Source: an optimization exercise on an open RTL-to-GDS flow (aim: small area, a short achievable clock period and few clock cycles). Production flows keep margins and buffers that such runs may drop. At most, simulation tests tie the RTL to the original design; equivalence was not proved. Power figures rest on the tool's default switching activity, not on a simulated workload.

==> garnet <==
==> flow/design.v <==
module ung5_rx (
    input  wire        clk,
    input  wire        rst,
    input  wire        start,
    input  wire [7:0]  start_addr,
    input  wire [15:0] start_total,
    input  wire        rx_valid,
    input  wire [7:0]  rx_data,
    input  wire        tick,
    input  wire [5:0]  buf_idx,
    output wire [7:0]  buf_data,
    output reg  [1:0]  rx_state,
    output reg  [2:0]  rx_reason,
    output reg  [6:0]  rx_len,
    output wire        rx_ready,
    output wire        start_ok,
    output reg  [31:0] head,        
    output wire [31:0] tail,        
    output reg  [15:0] crc,         
    output wire        crc_ready,
    input  wire        dec_we,
    input  wire [3:0]  dec_err,
    output reg  [3:0]  err_code
);
    localparam ST_IDLE = 2'd0, ST_ACTIVE = 2'd1, ST_DONE = 2'd2;
    localparam R_NONE = 3'd0, R_TOTAL = 3'd1, R_SILENCE = 3'd2,
               R_STOP = 3'd3, R_NOISE = 3'd4, R_OVERFLOW = 3'd5;
    function [15:0] crc_step;
        input [15:0] c_in;
        input [7:0]  b;
        integer i;
        reg [15:0] c;
        begin
            c = c_in ^ {8'h00, b};
            for (i = 0; i < 8; i = i + 1)
                c = c[0] ? ((c >> 1) ^ 16'h8408) : (c >> 1);
            crc_step = c;
        end
    endfunction
    function [15:0] crc_unstep;
        input [15:0] c_in;
        input [7:0]  b;
        integer i;
        reg [15:0] c;
        begin
            c = c_in;
            for (i = 0; i < 8; i = i + 1)
                c = c[15] ? (((c ^ 16'h8408) << 1) | 16'h0001) : (c << 1);
            crc_unstep = c ^ {8'h00, b};
        end
    endfunction
    reg [511:0] sh;            
    reg [6:0]   phys;          
    reg [5:0]   q;             
    reg [7:0]   rx_addr;
    reg [15:0]  t_left;        
    reg [5:0]   t_sil;         
    wire accept    = rx_valid && rx_ready;
    wire collapsed = (rx_reason == R_NOISE);
    assign rx_ready = (rx_state == ST_ACTIVE);
    assign start_ok = start && !rx_ready &&
                      (start_total != 16'd0) && (start_total != 16'hFFFF);
    wire [2:0] q_lo = q[2:0];
    wire [2:0] q_hi = q[5:3];
    wire       bw   = (buf_idx[2:0] > q_lo);        
    reg  [7:0] lo_oh, hi_oh;
    integer j;
    always @(*)
        for (j = 0; j < 8; j = j + 1) begin
            lo_oh[j] = (buf_idx[2:0] == q_lo - j[2:0]);
            hi_oh[j] = bw ? (buf_idx[5:3] == q_hi - j[2:0] - 3'd1)
                          : (buf_idx[5:3] == q_hi - j[2:0]);
        end
    reg  [63:0] grp;           
    reg  [7:0]  rd_byte;
    integer g, k;
    always @(*) begin
        for (g = 0; g < 8; g = g + 1) begin
            grp[8*g +: 8] = 8'h00;
            for (k = 0; k < 8; k = k + 1)
                grp[8*g +: 8] = grp[8*g +: 8] | ({8{lo_oh[k]}} & sh[64*g + 8*k +: 8]);
        end
        rd_byte = 8'h00;
        for (g = 0; g < 8; g = g + 1)
            rd_byte = rd_byte | ({8{hi_oh[g]}} & grp[8*g +: 8]);
    end
    assign buf_data = rd_byte;
    assign tail = collapsed ? sh[72 +: 32] : sh[0 +: 32];
    assign crc_ready = !(collapsed && t_sil < 6'd8);
    wire [7:0] rw_byte = accept ? 8'hFA :
                         (t_sil == 6'd7) ? sh[79:72] :
                         (t_sil == 6'd3 || t_sil == 6'd6) ? 8'hFA :
                         (t_sil == 6'd1 || t_sil == 6'd4) ? 8'h81 : rx_addr;
    wire [15:0] crc_back = crc_unstep(crc, rw_byte);
    wire run_found = (rx_data == 8'h81) && (phys[6:3] != 4'd0) &&
                     (sh[7:0]   == rx_addr) && (sh[15:8]  == 8'hFA) &&
                     (sh[23:16] == 8'h81)   && (sh[31:24] == rx_addr) &&
                     (sh[39:32] == 8'hFA)   && (sh[47:40] == 8'h81) &&
                     (sh[55:48] == rx_addr) && (sh[63:56] == 8'hFA);
    wire [5:0] t_sil_n = t_sil + ((t_sil == 6'd63) ? 6'd0 : 6'd1);
    wire       last_fa = (sh[7:0] == 8'hFA);
    always @(posedge clk) begin
        if (accept)
            sh <= {sh[503:0], rx_data};
        if (accept && phys[6:2] == 5'd0)
            case (phys[1:0])
            2'd0: head[7:0]   <= rx_data;
            2'd1: head[15:8]  <= rx_data;
            2'd2: head[23:16] <= rx_data;
            default: head[31:24] <= rx_data;
            endcase
    end
    always @(posedge clk) begin
        if (rst) begin
            err_code  <= 4'd0;
            rx_state  <= ST_IDLE;
            rx_reason <= R_NONE;
            rx_len    <= 7'd0;
            phys      <= 7'd0;
            q         <= 6'd63;
        end else if (start) begin
            if (rx_state == ST_ACTIVE) begin
                err_code <= 4'd7;                      
            end else if (!start_ok) begin
                err_code <= 4'd10;                     
            end else begin
                err_code  <= 4'd0;
                rx_state  <= ST_ACTIVE;
                rx_reason <= R_NONE;
                rx_len    <= 7'd0;
                phys      <= 7'd0;
                q         <= 6'd63;
                rx_addr   <= start_addr;
                t_left    <= start_total;
                t_sil     <= 6'd0;
                crc       <= 16'h0000;
            end
        end else if (accept) begin
            err_code <= 4'd0;
            phys     <= phys + 7'd1;
            q        <= q + 6'd1;
            rx_len   <= phys + 7'd1;
            t_sil    <= 6'd0;
            if (phys != 7'd0)
                crc <= crc_step(crc, sh[7:0]);
            if (run_found) begin
                t_sil     <= 6'd1;
                crc       <= crc_back;
                rx_len    <= (phys == 7'd8) ? 7'd3 : phys - 7'd8;
                rx_state  <= ST_DONE;
                rx_reason <= R_NOISE;
            end else if (phys == 7'd63) begin
                rx_state  <= ST_DONE;
                rx_reason <= R_OVERFLOW;
                err_code  <= 4'd8;                     
            end
        end else if (tick && rx_ready) begin
            err_code <= 4'd0;
            t_sil    <= t_sil_n;
            t_left   <= t_left - 16'd1;
            if (t_left == 16'd0) begin
                rx_state  <= ST_DONE;
                rx_reason <= R_TOTAL;
            end else if (phys[6:3] != 4'd0 && last_fa && t_sil_n >= 6'd10) begin
                rx_state  <= ST_DONE;
                rx_reason <= R_STOP;
            end else if (phys != 7'd0 && t_sil_n >= 6'd50) begin
                rx_state  <= ST_DONE;
                rx_reason <= R_SILENCE;
            end
        end else begin
            if (dec_we)
                err_code <= dec_err;
            if (!crc_ready) begin
                t_sil <= t_sil + 6'd1;
                crc   <= crc_back;
            end
        end
    end
endmodule
module ung5_dec (
    input  wire        clk,
    input  wire        rst,
    input  wire        dec_start,
    input  wire        clear,         
    input  wire [6:0]  n_bytes,       
    input  wire [31:0] head,          
    input  wire [31:0] tail,          
    input  wire [15:0] crc,           
    input  wire        crc_ready,
    output reg         dec_valid,
    output reg  [1:0]  dec_kind,      
    output reg  [1:0]  dec_why,       
    output wire [1:0]  dec_class,     
    output wire [7:0]  dec_addr,
    output wire [7:0]  dec_ctrl,
    output wire [7:0]  dec_length,
    output wire [7:0]  dec_opc,
    output wire [15:0] dec_crc,
    output wire        dec_etx_ok,
    output wire        dec_stop_ok,
    output wire        dec_addr_ok,
    output wire        err_we,
    output wire [3:0]  err_val
);
    function [15:0] crc_step;
        input [15:0] c_in;
        input [7:0]  b;
        integer i;
        reg [15:0] c;
        begin
            c = c_in ^ {8'h00, b};
            for (i = 0; i < 8; i = i + 1)
                c = c[0] ? ((c >> 1) ^ 16'h8408) : (c >> 1);
            crc_step = c;
        end
    endfunction
    reg pend;
    wire [7:0] b0 = head[7:0];
    wire [7:0] b1 = head[15:8];
    wire [7:0] b2 = head[23:16];
    wire [7:0] b3 = head[31:24];
    wire [7:0] t0 = tail[7:0];
    wire [7:0] t1 = tail[15:8];
    wire [7:0] t2 = tail[23:16];
    wire [7:0] t3 = tail[31:24];
    wire short   = (n_bytes == 7'd3);
    wire dclass  = (n_bytes >= 7'd7) && (b1[3:0] == 4'd4);
    wire two     = (t0 == 8'hFA);                      
    wire span_bad = two && (n_bytes == 7'd7);          
    wire crc_bad = two ? (crc != crc_step(16'h0000, t1)) : (crc != 16'h0000);
    wire [6:0] n_6 = n_bytes - 7'd6;
    wire [6:0] n_7 = n_bytes - 7'd7;
    wire len_bad = (b2 == 8'h00) ||
                   (two ? (b2 != {1'b0, n_7}) : (b2 != {1'b0, n_6}));
    wire [1:0] kind = short ? 2'd0 :
                      (dclass && !span_bad && !crc_bad && !len_bad) ? 2'd1 : 2'd2;
    wire [1:0] why  = !dclass ? 2'd0 : span_bad ? 2'd1 : crc_bad ? 2'd2 : 2'd3;
    assign dec_class = (b1[3:0] == 4'd1) ? 2'd1 :
                       (b1[3:0] == 4'd2) ? 2'd2 :
                       (b1[3:0] == 4'd3) ? 2'd3 : 2'd0;
    assign dec_addr    = b0;
    assign dec_ctrl    = b1;
    assign dec_length  = b2;
    assign dec_opc     = b3;
    assign dec_crc     = two ? {t2, t3} : {t1, t2};
    assign dec_etx_ok  = (two ? t1 : t0) == 8'h03;
    assign dec_stop_ok = short ? (b2 == 8'hFA) : two;
    assign dec_addr_ok = (b0 >= 8'h50) && (b0 <= 8'h6F);
    wire fin = (dec_start || pend) && crc_ready;
    assign err_we  = fin;
    assign err_val = (kind == 2'd2) ? 4'd4 : 4'd0;
    always @(posedge clk)
        if (fin) begin
            dec_kind <= kind;
            dec_why  <= why;
        end
    always @(posedge clk) begin
        if (rst || clear) begin
            dec_valid <= 1'b0;
            pend      <= 1'b0;
        end else if (dec_start) begin
            dec_valid <= crc_ready;
            pend      <= !crc_ready;
        end else if (fin) begin
            dec_valid <= 1'b1;
            pend      <= 1'b0;
        end
    end
endmodule
module ung5_rxdec (
    input  wire        clk,
    input  wire        rst,
    input  wire        start,
    input  wire [7:0]  start_addr,
    input  wire [15:0] start_total,
    input  wire        rx_valid,
    input  wire [7:0]  rx_data,
    output wire        rx_ready,
    input  wire        tick,
    input  wire        dec_start,
    input  wire [5:0]  buf_idx,
    output wire [7:0]  buf_data,
    output wire [1:0]  rx_state,
    output wire [2:0]  rx_reason,
    output wire [6:0]  rx_len,
    output wire [3:0]  err_code,
    output wire        dec_valid,
    output wire [1:0]  dec_kind,
    output wire [1:0]  dec_why,
    output wire [1:0]  dec_class,
    output wire [7:0]  dec_addr,
    output wire [7:0]  dec_ctrl,
    output wire [7:0]  dec_length,
    output wire [7:0]  dec_opc,
    output wire [15:0] dec_crc,
    output wire        dec_etx_ok,
    output wire        dec_stop_ok,
    output wire        dec_addr_ok
);
    wire [31:0] head, tail;
    wire [15:0] crc;
    wire        crc_ready, start_ok;
    wire        dec_we;
    wire [3:0]  dec_err;
    ung5_rx u_rx (
        .clk(clk), .rst(rst),
        .start(start), .start_addr(start_addr), .start_total(start_total),
        .rx_valid(rx_valid), .rx_data(rx_data), .tick(tick),
        .buf_idx(buf_idx), .buf_data(buf_data),
        .rx_state(rx_state), .rx_reason(rx_reason), .rx_len(rx_len),
        .rx_ready(rx_ready), .start_ok(start_ok),
        .head(head), .tail(tail), .crc(crc), .crc_ready(crc_ready),
        .dec_we(dec_we), .dec_err(dec_err), .err_code(err_code)
    );
    ung5_dec u_dec (
        .clk(clk), .rst(rst),
        .dec_start(dec_start), .clear(start_ok),
        .n_bytes(rx_len), .head(head), .tail(tail),
        .crc(crc), .crc_ready(crc_ready),
        .dec_valid(dec_valid), .dec_kind(dec_kind), .dec_why(dec_why),
        .dec_class(dec_class), .dec_addr(dec_addr), .dec_ctrl(dec_ctrl),
        .dec_length(dec_length), .dec_opc(dec_opc), .dec_crc(dec_crc),
        .dec_etx_ok(dec_etx_ok), .dec_stop_ok(dec_stop_ok),
        .dec_addr_ok(dec_addr_ok),
        .err_we(dec_we), .err_val(dec_err)
    );
endmodule
==> flow/run.sh <==
#!/bin/bash
# synth_recipe.tcl (not shown) runs the flow's synth.tcl, then flattens the netlist and writes it again
# the make line also repeats each setting of config.mk as NAME=value (left out here)
make -C /OpenROAD-flow-scripts/flow DESIGN_CONFIG=/design/flow/config.mk WORK_HOME=/design/flow/orfs CLKGATE_MAP_FILE= SYNTH_SCRIPT=/design/flow/synth_recipe.tcl finish
==> flow/config.mk <==
export PLATFORM = sky130hd
export DESIGN_NAME = ung5_rxdec
export DESIGN_NICKNAME = ung5_rxdec
export VERILOG_FILES = /design/flow/design.v
export SDC_FILE = /design/flow/constraint.sdc
export NUM_CORES = 4
export LEC_CHECK = 0
export CAP_MARGIN = 20
export CORE_MARGIN = 2
export CORE_UTILIZATION = 30
export PLACE_DENSITY = 0.5
export SETUP_SLACK_MARGIN = 3.0
export SLEW_MARGIN = 20
==> flow/constraint.sdc <==
create_clock -name core_clock -period 7.5 [get_ports {clk}]
set_input_delay 1.5000 -clock core_clock [delete_from_list [all_inputs] [get_ports {clk}]]
set_output_delay 1.5000 -clock core_clock [all_outputs]
set_load 0.01 [all_outputs]
==> fjord: changes against garnet <==
==> flow/design.v, changed modules only <==
module ung5_rx (
    input  wire        clk,
    input  wire        rst,
    input  wire        start,
    input  wire [7:0]  start_addr,
    input  wire [15:0] start_total,
    input  wire        rx_valid,
    input  wire [7:0]  rx_data,
    input  wire        tick,
    input  wire [5:0]  buf_idx,
    output wire [7:0]  buf_data,
    output reg  [1:0]  rx_state,
    output reg  [2:0]  rx_reason,
    output reg  [6:0]  rx_len,
    output wire        rx_ready,
    output wire        start_ok,
    output reg  [31:0] head,        
    output wire [31:0] tail,        
    output reg         last_fa,     
    output reg  [15:0] crc,         
    output wire        crc_ready,
    input  wire        dec_we,
    input  wire [3:0]  dec_err,
    output reg  [3:0]  err_code
);
    localparam ST_IDLE = 2'd0, ST_ACTIVE = 2'd1, ST_DONE = 2'd2;
    localparam R_NONE = 3'd0, R_TOTAL = 3'd1, R_SILENCE = 3'd2,
               R_STOP = 3'd3, R_NOISE = 3'd4, R_OVERFLOW = 3'd5;
    function [15:0] crc_step;
        input [15:0] c_in;
        input [7:0]  b;
        integer i;
        reg [15:0] c;
        begin
            c = c_in ^ {8'h00, b};
            for (i = 0; i < 8; i = i + 1)
                c = c[0] ? ((c >> 1) ^ 16'h8408) : (c >> 1);
            crc_step = c;
        end
    endfunction
    function [15:0] crc_unstep;
        input [15:0] c_in;
        input [7:0]  b;
        integer i;
        reg [15:0] c;
        begin
            c = c_in;
            for (i = 0; i < 8; i = i + 1)
                c = c[15] ? (((c ^ 16'h8408) << 1) | 16'h0001) : (c << 1);
            crc_unstep = c ^ {8'h00, b};
        end
    endfunction
    reg [511:0] sh;            
    reg [5:0]   q;             
    reg [7:0]   rx_addr;
    reg [15:0]  t_left;        
    reg [5:0]   t_sil;         
    reg         collapsed;     
    wire accept    = rx_valid && rx_ready;
    assign rx_ready = (rx_state == ST_ACTIVE);
    assign start_ok = start && !rx_ready &&
                      (start_total != 16'd0) && (start_total != 16'hFFFF);
    wire [7:0] lo_oh, hi_oh;
    ung5_rdsel u_rdsel (.q(q), .idx(buf_idx), .lo_oh(lo_oh), .hi_oh(hi_oh));
    ung5_rdmux u_rdmux (.sh(sh), .lo_oh(lo_oh), .hi_oh(hi_oh), .data(buf_data));
    assign tail = collapsed ? sh[72 +: 32] : sh[0 +: 32];
    assign crc_ready = !(collapsed && t_sil < 6'd8);
    wire [7:0] rw_byte = accept ? 8'hFA :
                         (t_sil == 6'd7) ? sh[79:72] :
                         (t_sil == 6'd3 || t_sil == 6'd6) ? 8'hFA :
                         (t_sil == 6'd1 || t_sil == 6'd4) ? 8'h81 : rx_addr;
    wire [15:0] crc_back = crc_unstep(crc, rw_byte);
    wire run_found = (rx_data == 8'h81) && (rx_len[6:3] != 4'd0) &&
                     (sh[7:0]   == rx_addr) && (sh[15:8]  == 8'hFA) &&
                     (sh[23:16] == 8'h81)   && (sh[31:24] == rx_addr) &&
                     (sh[39:32] == 8'hFA)   && (sh[47:40] == 8'h81) &&
                     (sh[55:48] == rx_addr) && (sh[63:56] == 8'hFA);
    wire [5:0] t_sil_n = t_sil + ((t_sil == 6'd63) ? 6'd0 : 6'd1);
    always @(posedge clk) begin
        if (accept)
            sh <= {sh[503:0], rx_data};
        if (accept && rx_len[6:2] == 5'd0)
            case (rx_len[1:0])
            2'd0: head[7:0]   <= rx_data;
            2'd1: head[15:8]  <= rx_data;
            2'd2: head[23:16] <= rx_data;
            default: head[31:24] <= rx_data;
            endcase
    end
    always @(posedge clk) begin
        if (rst) begin
            err_code  <= 4'd0;
            rx_state  <= ST_IDLE;
            rx_reason <= R_NONE;
            collapsed <= 1'b0;
            rx_len    <= 7'd0;
            q         <= 6'd63;
        end else if (start) begin
            if (rx_state == ST_ACTIVE) begin
                err_code <= 4'd7;                      
            end else if (!start_ok) begin
                err_code <= 4'd10;                     
            end else begin
                err_code  <= 4'd0;
                rx_state  <= ST_ACTIVE;
                rx_reason <= R_NONE;
                collapsed <= 1'b0;
                rx_len    <= 7'd0;
                    q         <= 6'd63;
                rx_addr   <= start_addr;
                t_left    <= start_total;
            end
        end else if (accept) begin
            err_code <= 4'd0;
            q        <= q + 6'd1;
            rx_len   <= rx_len + 7'd1;
            t_sil    <= 6'd0;
            last_fa  <= (rx_data == 8'hFA);
            crc      <= (rx_len == 7'd0) ? 16'h0000 : crc_step(crc, sh[7:0]);
            if (run_found) begin
                t_sil     <= 6'd1;
                crc       <= crc_back;
                rx_len    <= (rx_len == 7'd8) ? 7'd3 : rx_len - 7'd8;
                rx_state  <= ST_DONE;
                rx_reason <= R_NOISE;
                collapsed <= 1'b1;
                last_fa   <= (sh[71:64] == 8'hFA);       
            end else if (rx_len == 7'd63) begin
                rx_state  <= ST_DONE;
                rx_reason <= R_OVERFLOW;
                err_code  <= 4'd8;                     
            end
        end else if (tick && rx_ready) begin
            err_code <= 4'd0;
            t_sil    <= t_sil_n;
            t_left   <= t_left - 16'd1;
            if (t_left == 16'd0) begin
                rx_state  <= ST_DONE;
                rx_reason <= R_TOTAL;
            end else if (rx_len[6:3] != 4'd0 && last_fa && t_sil_n >= 6'd10) begin
                rx_state  <= ST_DONE;
                rx_reason <= R_STOP;
            end else if (rx_len != 7'd0 && t_sil_n >= 6'd50) begin
                rx_state  <= ST_DONE;
                rx_reason <= R_SILENCE;
            end
        end else begin
            if (dec_we)
                err_code <= dec_err;
            if (!crc_ready) begin
                t_sil <= t_sil + 6'd1;
                crc   <= crc_back;
            end
        end
    end
endmodule
module ung5_rdsel (
    input  wire [5:0] q,
    input  wire [5:0] idx,
    output reg  [7:0] lo_oh,
    output reg  [7:0] hi_oh
);
    wire bw = (idx[2:0] > q[2:0]);                  
    integer j;
    always @(*)
        for (j = 0; j < 8; j = j + 1) begin
            lo_oh[j] = (idx[2:0] == q[2:0] - j[2:0]);
            hi_oh[j] = bw ? (idx[5:3] == q[5:3] - j[2:0] - 3'd1)
                          : (idx[5:3] == q[5:3] - j[2:0]);
        end
endmodule
module ung5_rdmux (
    input  wire [511:0] sh,
    input  wire [7:0]   lo_oh,
    input  wire [7:0]   hi_oh,
    output reg  [7:0]   data
);
    reg [63:0] grp;            
    integer g, k;
    always @(*) begin
        for (g = 0; g < 8; g = g + 1) begin
            grp[8*g +: 8] = 8'h00;
            for (k = 0; k < 8; k = k + 1)
                grp[8*g +: 8] = grp[8*g +: 8] | ({8{lo_oh[k]}} & sh[64*g + 8*k +: 8]);
        end
        data = 8'h00;
        for (g = 0; g < 8; g = g + 1)
            data = data | ({8{hi_oh[g]}} & grp[8*g +: 8]);
    end
endmodule
module ung5_dec (
    input  wire        clk,
    input  wire        rst,
    input  wire        dec_start,
    input  wire        clear,         
    input  wire [6:0]  n_bytes,       
    input  wire [31:0] head,          
    input  wire [31:0] tail,          
    input  wire        last_fa,       
    input  wire [15:0] crc,           
    input  wire        crc_ready,
    output reg         dec_valid,
    output reg  [1:0]  dec_kind,      
    output reg  [1:0]  dec_why,       
    output wire [1:0]  dec_class,     
    output wire [7:0]  dec_addr,
    output wire [7:0]  dec_ctrl,
    output wire [7:0]  dec_length,
    output wire [7:0]  dec_opc,
    output wire [15:0] dec_crc,
    output reg         dec_etx_ok,
    output reg         dec_stop_ok,
    output wire        dec_addr_ok,
    output wire        err_we,
    output wire [3:0]  err_val
);
    function [15:0] crc_step;
        input [15:0] c_in;
        input [7:0]  b;
        integer i;
        reg [15:0] c;
        begin
            c = c_in ^ {8'h00, b};
            for (i = 0; i < 8; i = i + 1)
                c = c[0] ? ((c >> 1) ^ 16'h8408) : (c >> 1);
            crc_step = c;
        end
    endfunction
    reg pend;
    wire [7:0] b0 = head[7:0];
    wire [7:0] b1 = head[15:8];
    wire [7:0] b2 = head[23:16];
    wire [7:0] b3 = head[31:24];
    wire [7:0] t0 = tail[7:0];
    wire [7:0] t1 = tail[15:8];
    wire [7:0] t2 = tail[23:16];
    wire [7:0] t3 = tail[31:24];
    wire short   = (n_bytes == 7'd3);
    wire dclass  = (n_bytes >= 7'd7) && (b1[3:0] == 4'd4);
    wire two     = last_fa;                            
    wire span_bad = two && (n_bytes == 7'd7);          
    wire crc_bad = two ? (crc != crc_step(16'h0000, t1)) : (crc != 16'h0000);
    wire [6:0] n_6 = n_bytes - 7'd6;
    wire [6:0] n_7 = n_bytes - 7'd7;
    wire len_bad = (b2 == 8'h00) ||
                   (two ? (b2 != {1'b0, n_7}) : (b2 != {1'b0, n_6}));
    wire [1:0] kind = short ? 2'd0 :
                      (dclass && !span_bad && !crc_bad && !len_bad) ? 2'd1 : 2'd2;
    wire [1:0] why  = !dclass ? 2'd0 : span_bad ? 2'd1 : crc_bad ? 2'd2 : 2'd3;
    assign dec_class = (b1[3:0] == 4'd1) ? 2'd1 :
                       (b1[3:0] == 4'd2) ? 2'd2 :
                       (b1[3:0] == 4'd3) ? 2'd3 : 2'd0;
    assign dec_addr    = b0;
    assign dec_ctrl    = b1;
    assign dec_length  = b2;
    assign dec_opc     = b3;
    assign dec_crc     = two ? {t2, t3} : {t1, t2};
    wire etx_ok  = (two ? t1 : t0) == 8'h03;
    wire stop_ok = short ? (b2 == 8'hFA) : two;
    assign dec_addr_ok = (b0 >= 8'h50) && (b0 <= 8'h6F);
    wire fin = (dec_start || pend) && crc_ready;
    assign err_we  = fin;
    assign err_val = (kind == 2'd2) ? 4'd4 : 4'd0;
    always @(posedge clk)
        if (fin) begin
            dec_kind    <= kind;
            dec_why     <= why;
            dec_etx_ok  <= etx_ok;
            dec_stop_ok <= stop_ok;
        end
    always @(posedge clk) begin
        if (rst || clear) begin
            dec_valid <= 1'b0;
            pend      <= 1'b0;
        end else if (dec_start) begin
            dec_valid <= crc_ready;
            pend      <= !crc_ready;
        end else if (fin) begin
            dec_valid <= 1'b1;
            pend      <= 1'b0;
        end
    end
endmodule
module ung5_rxdec (
    input  wire        clk,
    input  wire        rst,
    input  wire        start,
    input  wire [7:0]  start_addr,
    input  wire [15:0] start_total,
    input  wire        rx_valid,
    input  wire [7:0]  rx_data,
    output wire        rx_ready,
    input  wire        tick,
    input  wire        dec_start,
    input  wire [5:0]  buf_idx,
    output wire [7:0]  buf_data,
    output wire [1:0]  rx_state,
    output wire [2:0]  rx_reason,
    output wire [6:0]  rx_len,
    output wire [3:0]  err_code,
    output wire        dec_valid,
    output wire [1:0]  dec_kind,
    output wire [1:0]  dec_why,
    output wire [1:0]  dec_class,
    output wire [7:0]  dec_addr,
    output wire [7:0]  dec_ctrl,
    output wire [7:0]  dec_length,
    output wire [7:0]  dec_opc,
    output wire [15:0] dec_crc,
    output wire        dec_etx_ok,
    output wire        dec_stop_ok,
    output wire        dec_addr_ok
);
    wire [31:0] head, tail;
    wire [15:0] crc;
    wire        crc_ready, start_ok, last_fa;
    wire        dec_we;
    wire [3:0]  dec_err;
    ung5_rx u_rx (
        .clk(clk), .rst(rst),
        .start(start), .start_addr(start_addr), .start_total(start_total),
        .rx_valid(rx_valid), .rx_data(rx_data), .tick(tick),
        .buf_idx(buf_idx), .buf_data(buf_data),
        .rx_state(rx_state), .rx_reason(rx_reason), .rx_len(rx_len),
        .rx_ready(rx_ready), .start_ok(start_ok),
        .head(head), .tail(tail), .last_fa(last_fa),
        .crc(crc), .crc_ready(crc_ready),
        .dec_we(dec_we), .dec_err(dec_err), .err_code(err_code)
    );
    ung5_dec u_dec (
        .clk(clk), .rst(rst),
        .dec_start(dec_start), .clear(start_ok),
        .n_bytes(rx_len), .head(head), .tail(tail), .last_fa(last_fa),
        .crc(crc), .crc_ready(crc_ready),
        .dec_valid(dec_valid), .dec_kind(dec_kind), .dec_why(dec_why),
        .dec_class(dec_class), .dec_addr(dec_addr), .dec_ctrl(dec_ctrl),
        .dec_length(dec_length), .dec_opc(dec_opc), .dec_crc(dec_crc),
        .dec_etx_ok(dec_etx_ok), .dec_stop_ok(dec_stop_ok),
        .dec_addr_ok(dec_addr_ok),
        .err_we(dec_we), .err_val(dec_err)
    );
endmodule
==> flow/flow/run.sh (new file) <==
#!/bin/bash
# The standard layout (the standard.sh: standard synthesis, floorplan,
# placement, CTS, routing), with every input and output port buffered by
# sky130_fd_sc_hd__buf_2 instead of the cell buffer_ports picks by itself,
# and clock tree synthesis without dummy loads.
# make's full output goes to flow_make.log here; ORFS keeps each step's log
# under orfs/logs/.
set -euo pipefail
export BUFFER_PORTS_ARGS="-buffer_cell sky130_fd_sc_hd__buf_2"
export CTS_ARGS="-sink_clustering_enable -repair_clock_nets -dont_use_dummy_load -sink_clustering_size 16 -sink_clustering_max_diameter 60 -buf_list {sky130_fd_sc_hd__clkbuf_4 sky130_fd_sc_hd__clkbuf_8}"
bash standard.sh > flow_make.log 2>&1
==> flow/standard.sh (new file) <==
#!/bin/bash
# synth_recipe.tcl (not shown) runs the flow's synth.tcl, then flattens the netlist and writes it again
# the make line also repeats each setting of config.mk as NAME=value (left out here)
make -C /OpenROAD-flow-scripts/flow DESIGN_CONFIG=/design/flow/config.mk WORK_HOME=/design/flow/orfs CLKGATE_MAP_FILE= SYNTH_SCRIPT=/design/flow/synth_recipe.tcl "${@:-finish}"
Settings changed: CTS_BUF_LIST set to sky130_fd_sc_hd__clkbuf_4 sky130_fd_sc_hd__clkbuf_8, SETUP_SLACK_MARGIN 3.0 to 2.5, SYNTH_HIERARCHICAL set to 1.
removed: flow/run.sh
==> impl_table.tex <==
\begin{tabular}{lr}
\hline
Metric & Value \\
\hline
\multicolumn{2}{l}{\textbf{Power}} \\
Sequential group power & 4.09 mW \\
\multicolumn{2}{l}{\textbf{Final layout}} \\
Count of plain and timing-repair buffers & 193 \\
\multicolumn{2}{l}{\textbf{GRT}} \\
First-pass GRT wire length & 114 mm \\
\multicolumn{2}{l}{\textbf{Outcome}} \\
Outcome & timing/DRC/antenna clean \\
\multicolumn{2}{l}{\textbf{Drt}} \\
Length of the first detailed-routing pass in iterations & 6 \\
\multicolumn{2}{l}{\textbf{Floorplan}} \\
Die X-Extent & roughly 300 um \\
\hline
\end{tabular}
# the run above: fjord

==> impl_table.tex <==
\begin{tabular}{lr}
\hline
Metric & Value \\
\hline
\multicolumn{2}{l}{\textbf{Final layout}} \\
Count of plain and timing-repair buffers & about 270 \\
\multicolumn{2}{l}{\textbf{Outcome}} \\
Outcome & timing/DRC/antenna clean \\
\multicolumn{2}{l}{\textbf{Floorplan}} \\
Die X-Extent & 301 um \\
\multicolumn{2}{l}{\textbf{Drt}} \\
Length of the first detailed-routing pass in iterations & 9 \\
\hline
\end{tabular}
# the run above: garnet

Testbench counts of fjord, summed over its fixed seeds: cycles 28,368.
Only the layout flow was run in garnet; the RTL was not checked for function there.

## port drivers added, routing unchanged
The flow's constraints put no driver on any port. The routed layouts listed below were extracted and timed again, unchanged, in two steps. Step 1 (the two cells are an assumption about what drives the block):
set clk [get_ports {clk}]
set_driving_cell -lib_cell sky130_fd_sc_hd__clkbuf_16 $clk
set_driving_cell -lib_cell sky130_fd_sc_hd__buf_2 [delete_from_list [all_inputs] $clk]
Step 2 adds t to the input delays and takes it off the output delays; t is the mean of the earliest and latest rising clock arrival at the registers after step 1. Input paths then give back, and output paths get back, about the clock's delay inside the block. Slacks: no drivers / after step 1 / after step 2; pairs: no drivers / after step 1.
| run | t, ns | setup WS [ns] | worst setup path after step 2 | clock arrival spread, ns | slew at the worst register clock pin (ns) |
|---|---|---|---|---|---|
| garnet | 0.670 | 2.137 / 2.071 / 2.071 | input to output | 0.061 / 0.061 | 0.07 / 0.07 |
| fjord | 0.767 | 2.285 / 2.228 / 2.228 | input to output | 0.160 / 0.159 | 0.11 / 0.11 |
After both steps every run listed still meets setup and hold. The setup slack of garnet, which loses most, moves by -0.066 ns with the drivers and by -0.066 ns with both steps.
